This design comes from an exercise in tuning for small area on the open sky130 flow, not from production work.
The RTL was checked by simulation tests, not by an equivalence proof against the original design.
No activity file was given, so power comes from the tool's default toggle rates.

$ cat flow/run.sh
#!/bin/bash
# synth_recipe.tcl (not shown) runs the flow's synth.tcl, then flattens the netlist and writes it again
# the make line also repeats each setting of config.mk as NAME=value (left out here)
make -C /OpenROAD-flow-scripts/flow DESIGN_CONFIG=/design/flow/config.mk WORK_HOME=/design/flow/orfs CLKGATE_MAP_FILE= SYNTH_SCRIPT=/design/flow/synth_recipe.tcl finish
$ cat flow/design.v
module tms6100_core (
    input  wire        clk,
    input  wire        rst,         
    input  wire        m0,
    input  wire        m1,
    input  wire        hclk,
    input  wire [3:0]  add,
    output wire        data_low,    
    input  wire        rise_ie,
    input  wire        fall_ie,
    input  wire        act_clr,
    output reg         act,
    input  wire        cfg_we,
    input  wire [5:0]  cfg_addr,
    input  wire [15:0] cfg_wdata,
    output wire [15:0] mem_addr,
    input  wire [7:0]  mem_rdata
);
    reg        bank_map  [0:15];
    reg [2:0]  bank_desc [0:15];
    reg [15:0] desc_base [0:7];
    reg [14:0] desc_win  [0:7];
    reg [14:0] desc_len  [0:7];
    always @(posedge clk) begin
        if (cfg_we) begin
            case (cfg_addr[5:3])
                3'b000, 3'b001: begin
                    bank_map[cfg_addr[3:0]]  <= cfg_wdata[3];
                    bank_desc[cfg_addr[3:0]] <= cfg_wdata[2:0];
                end
                3'b100: desc_base[cfg_addr[2:0]] <= cfg_wdata;
                3'b101: desc_win[cfg_addr[2:0]]  <= cfg_wdata[14:0];
                3'b110: desc_len[cfg_addr[2:0]]  <= cfg_wdata[14:0];
                default: ;
            endcase
        end
    end
    localparam [1:0] S_IA = 2'd0,    
                     S_DM = 2'd1,    
                     S_FE = 2'd2,    
                     S_SQ = 2'd3;    
    localparam [2:0] Q_INC  = 3'd0,   
                     Q_IND1 = 3'd1,   
                     Q_IND2 = 3'd2;   
    reg [17:0] addr;
    reg [1:0]  st;
    reg [2:0]  cnt;
    reg        pend_a;
    reg        pend_m;       
    reg        out_latch;
    reg        m0_q, m1_q, hclk_q;
    wire m0_rise   = m0 & ~m0_q & rise_ie;
    wire m1_rise   = m1 & ~m1_q & rise_ie;
    wire hclk_fall = ~hclk & hclk_q & fall_ie;
    wire        inc    = (st == S_SQ) & ~cnt[1];
    wire [17:0] raddr  = addr + {17'd0, inc};
    wire [3:0]  bank   = raddr[17:14];
    wire [13:0] off    = raddr[13:0];
    wire        map    = bank_map[bank];
    wire [2:0]  desc   = bank_desc[bank];
    wire        inwin  = {1'b0, off} < desc_win[desc];
    wire        pad    = {1'b0, off} >= desc_len[desc];
    wire        ok     = map & inwin;
    wire        val    = ok & ~pad;      
    assign mem_addr = desc_base[desc] + {2'b00, off};
    wire ready  = (st == S_FE) & ok;
    wire dummy  = (st == S_DM) & map;
    assign data_low = ready & ~pend_a & ~out_latch;
    wire [2:0] nib_count = (st == S_IA) ? cnt : 3'd0;
    always @(posedge clk) begin
        m0_q   <= m0;
        m1_q   <= m1;
        hclk_q <= hclk;
        if (rst) begin
            st        <= S_IA;
            cnt       <= 3'd0;
            pend_a    <= 1'b0;
            pend_m    <= 1'b0;
            out_latch <= 1'b1;
            act       <= 1'b0;
        end else if (st == S_SQ) begin
            case (cnt)
                Q_IND1: begin
                    addr[7:0] <= pend_m ? mem_rdata : 8'h00;
                    pend_m    <= val;
                    if (map) begin
                        cnt <= Q_IND2;
                    end else begin
                        st  <= S_IA;
                        cnt <= 3'd0;
                    end
                end
                Q_IND2: begin
                    addr[13:8] <= pend_m ? mem_rdata[5:0] : 6'd0;
                    pend_m     <= 1'b0;
                    st         <= S_FE;
                    cnt        <= 3'd0;
                end
                default: begin
                    addr <= raddr;
                    st   <= S_FE;
                    cnt  <= 3'd0;
                end
            endcase
        end else begin
            if (act_clr)
                act <= 1'b0;
            if (m1_rise) begin
                pend_a <= 1'b1;
                act    <= 1'b1;
            end
            if (m0_rise) begin
                act <= 1'b1;
                if (st == S_IA) begin
                    cnt <= 3'd0;             
                end else begin
                    pend_m <= 1'b1;
                    if (ready)
                        out_latch <= ~pad & mem_rdata[cnt];
                end
            end
            if (hclk_fall) begin
                pend_a <= 1'b0;
                pend_m <= 1'b0;
                if (pend_a & ~pend_m) begin
                    case (nib_count)
                        3'd0: addr[3:0]   <= add;
                        3'd1: addr[7:4]   <= add;
                        3'd2: addr[11:8]  <= add;
                        3'd3: addr[15:12] <= add;
                        default: addr[17:16] <= add[1:0];
                    endcase
                    if (nib_count == 3'd4) begin
                        st  <= S_DM;
                        cnt <= 3'd0;
                    end else begin
                        st  <= S_IA;
                        cnt <= nib_count + 3'd1;
                    end
                end else if (pend_a & pend_m) begin
                    if (dummy) begin
                        pend_m <= val;
                        st     <= S_SQ;
                        cnt    <= Q_IND1;
                    end else begin
                        st  <= S_IA;         
                        cnt <= 3'd0;
                    end
                end else if (pend_m) begin
                    if (dummy) begin
                        st  <= S_FE;         
                        cnt <= 3'd0;
                    end else if (cnt == 3'd7) begin
                        st  <= S_SQ;         
                        cnt <= Q_INC;
                    end else begin
                        cnt <= cnt + 3'd1;
                    end
                end
            end
        end
    end
endmodule
$ cat flow/config.mk
export PLATFORM = sky130hd
export DESIGN_NAME = tms6100_core
export DESIGN_NICKNAME = tms6100_core
export VERILOG_FILES = /design/flow/design.v
export SDC_FILE = /design/flow/constraint.sdc
export NUM_CORES = 4
export LEC_CHECK = 0
export CAP_MARGIN = 5
export CORE_MARGIN = 2
export CORE_UTILIZATION = 65
export SLEW_MARGIN = 5
$ cat flow/constraint.sdc
create_clock -name core_clock -period 12.0 [get_ports {clk}]
set_input_delay 2.4000 -clock core_clock [delete_from_list [all_inputs] [get_ports {clk}]]
set_output_delay 2.4000 -clock core_clock [all_outputs]
set_load 0.01 [all_outputs]
==> results of run 1 <==
through the flow:
stage,area (um2),power (mW),util,setup slack (ns),hold WS (ns)
2_1_floorplan,20640,1.850,-,2.538,0.4658
3_3_place_gp,21720,1.902,0.6920,1.841,0.4819
3_5_place_dp,21720,1.904,0.6920,1.609,0.4979
4_1_cts,23210,3.298,0.7394,1.013,0.5069
5_1_grt,23210,3.370,0.7394,0.4096,0.5212
6_report,23210,3.287,0.7394,0.9653,0.5043
placed cells by master (no fill, tap or decap), drive strengths merged, types with 4 or more instances in the layout:
| master | n |
|---|---|
| a31oi | 38 |
| a2111oi | 6 |
| nand4 | 9 |
| nor3 | 14 |
| nor4 | 5 |
| a21o | 12 |
| clkinv | 20 |
| bufinv | 4 |
| mux2 | 6 |
| nor2 | 96 |
| a311oi | 29 |
| nor2b | 10 |
| xor2 | 10 |
| and3 | 32 |
| nand3 | 155 |
| a21boi | 6 |
| mux2i | 24 |
| clkbuf | 55 |
| clkdlybuf4s50 | 60 |
| a21oi | 36 |
| nand2b | 9 |
| buf | 39 |
| xnor2 | 18 |
| or2 | 5 |
| edfxtp | 450 |
| inv | 23 |
| nand2 | 427 |
| mux4 | 6 |
| ha | 57 |
| dfxtp | 12 |
| o21ai | 37 |
| a211oi | 11 |
per-layer routing:
metal	routed length, um	GRT usage	vias to the layer above
met1	20330	0.4227	6643
met3	3686	0.04211	75
met4	1168	0.09000	0
met2	24200	0.5034	592
met5	0	0	-
li1	-	-	6293
final cells by class:
type / count / area share
Inverter: 21 / 0.003396
Tap cell: 402 / 0.02167
Timing Repair Buffer: 99 / 0.03956
Clock buffer: 55 / 0.05288
Clock inverter: 29 / 0.01121
Sequential cell: 462 / 0.5925
Multi-Input combinational cell: 1109 / 0.2788
flip-flops by register name, summed over array words and instances (netlist names):
| signal | flops |
|---|---|
| desc_len | 120 |
| pend_m | 1 |
| desc_base | 128 |
| bank_map | 16 |
| pend_a | 1 |
| cnt | 3 |
| desc_win | 120 |
| m1_q | 1 |
| act | 1 |
| addr | 18 |
| hclk_q | 1 |
| out_latch | 1 |
| m0_q | 1 |
| st | 2 |
| bank_desc | 48 |
path summary, 6_finish.rpt:
check	from	end	slack, ns	cells past startpoint
min reg2reg	act$_SDFFE_PP0P_	act$_SDFFE_PP0P_	0.50	2
max	st[0]$_SDFFE_PP0P_	data_low	0.97	29
min	act$_SDFFE_PP0P_	act$_SDFFE_PP0P_	0.50	2
max reg2reg	st[0]$_SDFFE_PP0P_	pend_m$_SDFFE_PP0P_	3.79	29
power breakdown:
| group | total (mW) | internal (mW) | switching (mW) |
|---|---|---|---|
| Sequential | 1.79 | 1.78 | 0.00467 |
| Clock | 1.41 | 0.818 | 0.597 |
| Combinational | 0.0851 | 0.0288 | 0.0562 |
cells by family (layout without fill, tap and decap cells):
| group | after synthesis | in the layout | synth area share |
|---|---|---|---|
| adder cells (fa/ha/maj) | 58 | 58 | 0.03552 |
| AND/OR/NAND/NOR | 781 | 781 | 0.1701 |
| flip-flops | 462 | 462 | 0.6662 |
| AO/OA/AOI/OAI | 206 | 206 | 0.07006 |
| buffers and inverters | 111 | 204 | 0.02297 |
| XOR/XNOR | 28 | 28 | 0.01352 |
| multiplexers | 36 | 36 | 0.02164 |
worst register-to-register path: cells and delay by family, from the launching register on:
kind,cells,cell delay (ns)
compound gates,13,3.32
xor+xnor,1,0.76
fa+ha+maj,4,0.95
buf+inv,2,0.99
flops,1,0.38
mux,1,0.29
simple gates,8,1.43
==> flow_metrics.tcl, run 1 <==
set metrics [dict create \
    grt_overflow 0 \
    max_cap_viol_count 0 \
    critPathLaunchType "flop" \
    synth_area_leaders "edfxtp_1 65%, nand2_1 7.7%, nand3_1 3.8%" \
    grt_max_degree 103 \
    tightestPinTransition_ns 1.193 \
    p_per_area_mw_per_mm2 141.6 \
    crit_required_ns 9.60 \
    ff_latch_area_mm2 0.01375 \
    grtUsageTotal 0.3025 \
    async_flop_share 0 \
    clock_path_buffers 3 \
    crit_top_cell "ha_1" \
    clk_pin_slew_worst_paths_ns 0.06 \
    postCtsHoldBufs 0 \
    n_antenna_cell 0 \
    cpPeakStageDelay_ns 0.80 \
    insertion_delay_ns 0.56 \
    grt_pass1_vias 13051 \
    antenna_found_initial 0 \
    start_util 0.6576 \
    ctsResizeCount 0 \
    fmax_mhz 90.62 \
    critPathArrivalTime_ns 8.63 \
    core-area_mm2 0.03139 \
    num-fill-cells 2081 \
    syn_to_final_growth_pct 12.44 \
    worstSetupPathType "reg2out" \
    seq_area_frac_synth 0.6662 \
    die-area_mm2 0.03320 \
    fin_crit_ns 11.03 \
    hold_violations 0 \
    syn_area_per_cell_um2 12.27 \
    finalSetupTns_ns 0 \
    vdd_drop_max_v 0.0001719 \
    post-cts-setup-buffers 0 \
    vias_per_cell 6.249 \
    drive_gt1_frac 0.09296 \
    status "complete, no violations" \
    cts_root_buf "clkbuf_16" \
    crit_buf_inv 3 \
    yosys-top-cells-count "450 x edfxtp_1, 426 x nand2_1, 155 x nand3_1" \
    rsz0062_at_grt "no" \
    leakagePower_nw 8.234 \
    drtIter0Drc 1338 \
    wl_per_cell_um 22.69 \
    stdcell_count 2177 \
    crit_slowest_cell "o21bai_4" \
    synth.most_common_cell "edfxtp_1" \
    syn_nets 1783 \
    fin_nets 1841 \
    slew_viol_final 0 \
    yosysWarnings 1 \
    totalWireLength_um 49390 \
    cts_tree "done" \
    synthCells 1682 \
    max_slew_margin 0.2039 \
    fin_crit_sh 0.9196 \
    ant_nets 0 \
    grt_pass1_wl_um 75350 \
    synth-edff-count 450 \
    ios 61 \
    die_x_um 182.2 \
    hpwl_um 30390 \
    firstDrtPassIters 7 \
    critPathTopFamily "compound AO/OA/AOI/OAI gates" \
    numCtsBuffers 47 \
    clock_skew_ns 0.01445 \
    ys_ff_latch 462 \
    place_congestion 0.8961 \
    setup_violations 0 \
    synth_top_area_frac 0.6546 \
    dp.cells 2093 \
    htree_num_levels 2 \
    synth_top_cell_by_area "edfxtp_1" \
    place.port_buffers 60 \
    hold_path.class "reg2reg" \
    critPathCaptureType "output pin" \
    cts_sinks 462 \
    yosys.cell_types.count 75 \
    die_y_um 182.2 \
    syn-cell-area_mm2 0.02064 \
    route.detailed.drc 0 \
    vias 13603 \
    multi_input_area_mm2 0.006471 \
    synth_ff_type "edfxtp_1" \
    rows 65 \
    cp_max_fo 102 \
]
==> run 2, diff against run 1 <==
--- a/flow/config.mk
+++ b/flow/config.mk
@@ -7,5 +7,5 @@
 export LEC_CHECK = 0
-export CAP_MARGIN = 5
+export CAP_MARGIN = 20
 export CORE_MARGIN = 2
-export CORE_UTILIZATION = 65
-export SLEW_MARGIN = 5
+export CORE_UTILIZATION = 40
+export SLEW_MARGIN = 20
==> run 2 against run 1 <==
  * Still clean on timing, DRC and antenna
  * Wire length up 4.2%
  * First-iteration DRC count fell by 12%
  * Count of clock-buffer cells in the layout increased by 7
  * Worst setup slack improved by 0.13 ns
  * Global-route usage down 11 points
  * Hold slack got worse by 0.0083 ns
  * Combinational power is 0.8% higher
  * Synthesized cell count did not move
  * Via count fell by 1.3%
  * Clock power rose by 9%
  * Total power is 3.4% higher
  * Largest cell class unchanged
==> flow_metrics.tcl, run 2 <==
set metrics [dict create \
    worstSetupPathType "reg2out" \
    critPathArrivalTime_ns 8.50 \
    die_x_um 231.2 \
    fin_nets 1847 \
    die-area_mm2 0.05344 \
    clock_path_buffers 3 \
    synth.most_common_cell "edfxtp_1" \
    firstDrtPassIters 7 \
    htree_num_levels 2 \
    drtIter0Drc 1179 \
    synth_area_leaders "edfxtp_1 65%, nand2_1 7.7%, nand3_1 3.8%" \
    ys_ff_latch 462 \
    synth_top_cell_by_area "edfxtp_1" \
    die_y_um 231.2 \
    antenna_found_initial 0 \
    fin_area_mm2 0.02376 \
    yosysWarnings 1 \
    fin_crit_ns 10.90 \
    vias_per_cell 5.448 \
    numCtsBuffers 48 \
    grt_pass1_vias 13147 \
    seq_area_frac_synth 0.6662 \
    met1Wirelength_um 22550 \
    grtUsageTotal 0.1948 \
    cts_tree "done" \
    final_common_cell "edfxtp_1" \
    max_cap_viol_count 0 \
    tightestPinTransition_ns 1.179 \
    critPathCaptureType "output pin" \
    p_per_area_mw_per_mm2 143.1 \
    grt_max_degree 63 \
    clk_pin_slew_worst_paths_ns 0.06 \
    start_util 0.4032 \
    wl_per_cell_um 20.88 \
    hold_violations 0 \
    crit_path_start "st[0]$_SDFFE_PP0P_" \
    route.detailed.drc 0 \
    syn_area_per_cell_um2 12.27 \
    post-cts-setup-buffers 0 \
    insertion_delay_ns 0.58 \
    crit_required_ns 9.60 \
    cp_max_fo 52 \
    finalPower_mw 3.399 \
    largest_reg_flops 128 \
    yosys-top-cells-count "450 x edfxtp_1, 426 x nand2_1, 155 x nand3_1" \
    leakagePower_nw 8.324 \
    async_flop_share 0 \
    status "complete, no violations" \
    synth_ff_type "edfxtp_1" \
    slew_viol_final 0 \
    regToRegStartpoint "st[0]$_SDFFE_PP0P_" \
    synthCells 1682 \
    finalSetupTns_ns 0 \
    post_dp_cell_area_mm2 0.02214 \
    wl_met2_um 23990 \
    yosys.cell_types.count 75 \
    hold_path.class "reg2reg" \
    synth-edff-count 450 \
    totalWireLength_um 51470 \
    rsz0062_at_grt "no" \
    fmax_mhz 91.74 \
    holdCritStartpoint "st[0]$_SDFFE_PP0P_" \
    ant_nets 0 \
    syn_nets 1783 \
    cts_root_buf "clkbuf_16" \
    syn-cell-area_mm2 0.02064 \
    synth_top_area_frac 0.6546 \
    hpwl_um 32020 \
    grt_overflow 0 \
    vias 13430 \
    syn_to_final_growth_pct 15.10 \
    setup_violations 0 \
    clock_skew_ns 0.01082 \
    rows 83 \
    fin_crit_sh 0.9084 \
    max_slew_margin 0.2081 \
    top_layer "met4" \
    vdd_drop_max_v 0.00008832 \
    ios 61 \
    ctsResizeCount 0 \
    core-area_mm2 0.05120 \
    drive_gt1_frac 0.09356 \
    cts_sinks 462 \
    postCtsHoldBufs 0 \
    grt_pass1_wl_um 78960 \
    place_congestion 0.8353 \
    n_antenna_cell 0 \
    critPathLaunchType "flop" \
    place.port_buffers 60 \
    dr_wl_met3_um 3443 \
    final_cell_mix "450 x edfxtp_1, 426 x nand2_1, 155 x nand3_1" \
]
run 2: cell counts after synthesis:
Identical to the previous run, type by type.
run 2: power breakdown:
group	switching [mW]	internal (mW)	total, mW
clock	0.606	0.920	1.53
sequential	0.00475	1.78	1.79
combinational	0.0570	0.0288	0.0858
total	0.668	2.73	3.40
run 2: critical path: stages (launching register included):
cell and delay [ns]:
dfxtp_1 0.37, ha_1 0.17, nor2b_1 0.14, ha_1 0.23
ha_1 0.22, nand4_1 0.30, o41a_1 0.61, or2_2 0.48
a2111oi_1 0.66, or4_2 0.85, buf_12 0.34, nand3_1 0.11
nand3_1 0.10, o21ai_0 0.17, ha_1 0.39, a21oi_1 0.21
o21ai_0 0.11, a21oi_1 0.23, nand2b_1 0.13, a21boi_0 0.11
o21ai_0 0.17, a21boi_0 0.14, o41ai_1 0.52, o21ai_0 0.22
o21ai_1 0.18, xor2_1 0.17, clkdlybuf4s50_1 0.55
run 2: layer usage:
layer / track usage / vias up
met5: 0 / -
met3: 0.03137 / 97
met1: 0.2706 / 6581
li1: - / 6307
met2: 0.3112 / 445
met4: 0.06734 / 0
run 2: area by class of cell:
class,count,area [um2]
fill,4539,27440
sequential,462,13750
multi-input combinational,1109,6489
clock buffer,62,1275
timing repair buffer,104,983.4
tap,680,850.8
clock inverter,27,331.6
inverter,21,78.83
run 2: path summary, 6_finish.rpt:
path / endpoint / slack, ns / cells past startpoint
setup / recovery: mem_addr[15] / 1.10 / 26
setup reg to reg: pend_m$_SDFFE_PP0P_ / 3.94 / 29
hold / removal: st[0]$_SDFFE_PP0P_ / 0.50 / 2
hold reg to reg: st[0]$_SDFFE_PP0P_ / 0.50 / 2
run 2: cell families (layout without fill, tap and decap cells):
| kind of cell | Yosys count | after routing | share of synthesized area |
|---|---|---|---|
| DFF | 462 | 462 | 0.6662 |
| AOI/OAI and AO/OA | 206 | 206 | 0.07006 |
| muxes | 36 | 36 | 0.02164 |
| buffers and inverters | 111 | 214 | 0.02297 |
| and+or+nand+nor | 781 | 781 | 0.1701 |
| xor gates and xnor gates | 28 | 28 | 0.01352 |
| adders and majority gates | 58 | 58 | 0.03552 |
run 2: per-stage QoR:
step                        util  hold slack (ns)  setup slack [ns]  instances
final                     0.4641           0.4960             1.099       2465
after global routing      0.4641           0.5427            0.3322       2465
after CTS                 0.4637           0.5004            0.9936       2464
after detailed placement  0.4323           0.4907             1.703       2375
after global placement    0.4318           0.4803             1.939       2374
after floorplan                -           0.4658             2.538       1682

-- separate check: timing with driven ports --
The flow's constraints put no driver on any port. The routed layouts listed below were extracted and timed again, unchanged, in two steps.
Step 1: set_driving_cell puts a clkbuf_16 on clk and a buf_2 on each other input, an assumption about the parent block.
Step 2 adds t to the input delays and takes it off the output delays; t is the mean of the earliest and latest rising clock arrival at the registers after step 1. Input paths then give back, and output paths get back, about the clock's delay inside the block.
Slacks: ideal ports / drivers / drivers and shift; pairs: ideal ports / drivers.
run | t, ns | slack for setup (ns) | worst setup path after step 2 | worst register clock-pin slew, ns | cell pins on the clock port's net
run 1 | 0.603 | 0.965 / 0.913 / 1.517 | register to output | 0.06 / 0.06 | 1
run 2 | 0.629 | 1.099 / 1.045 / 1.674 | register to output | 0.06 / 0.06 | 1
After both steps every run listed still meets setup and hold.
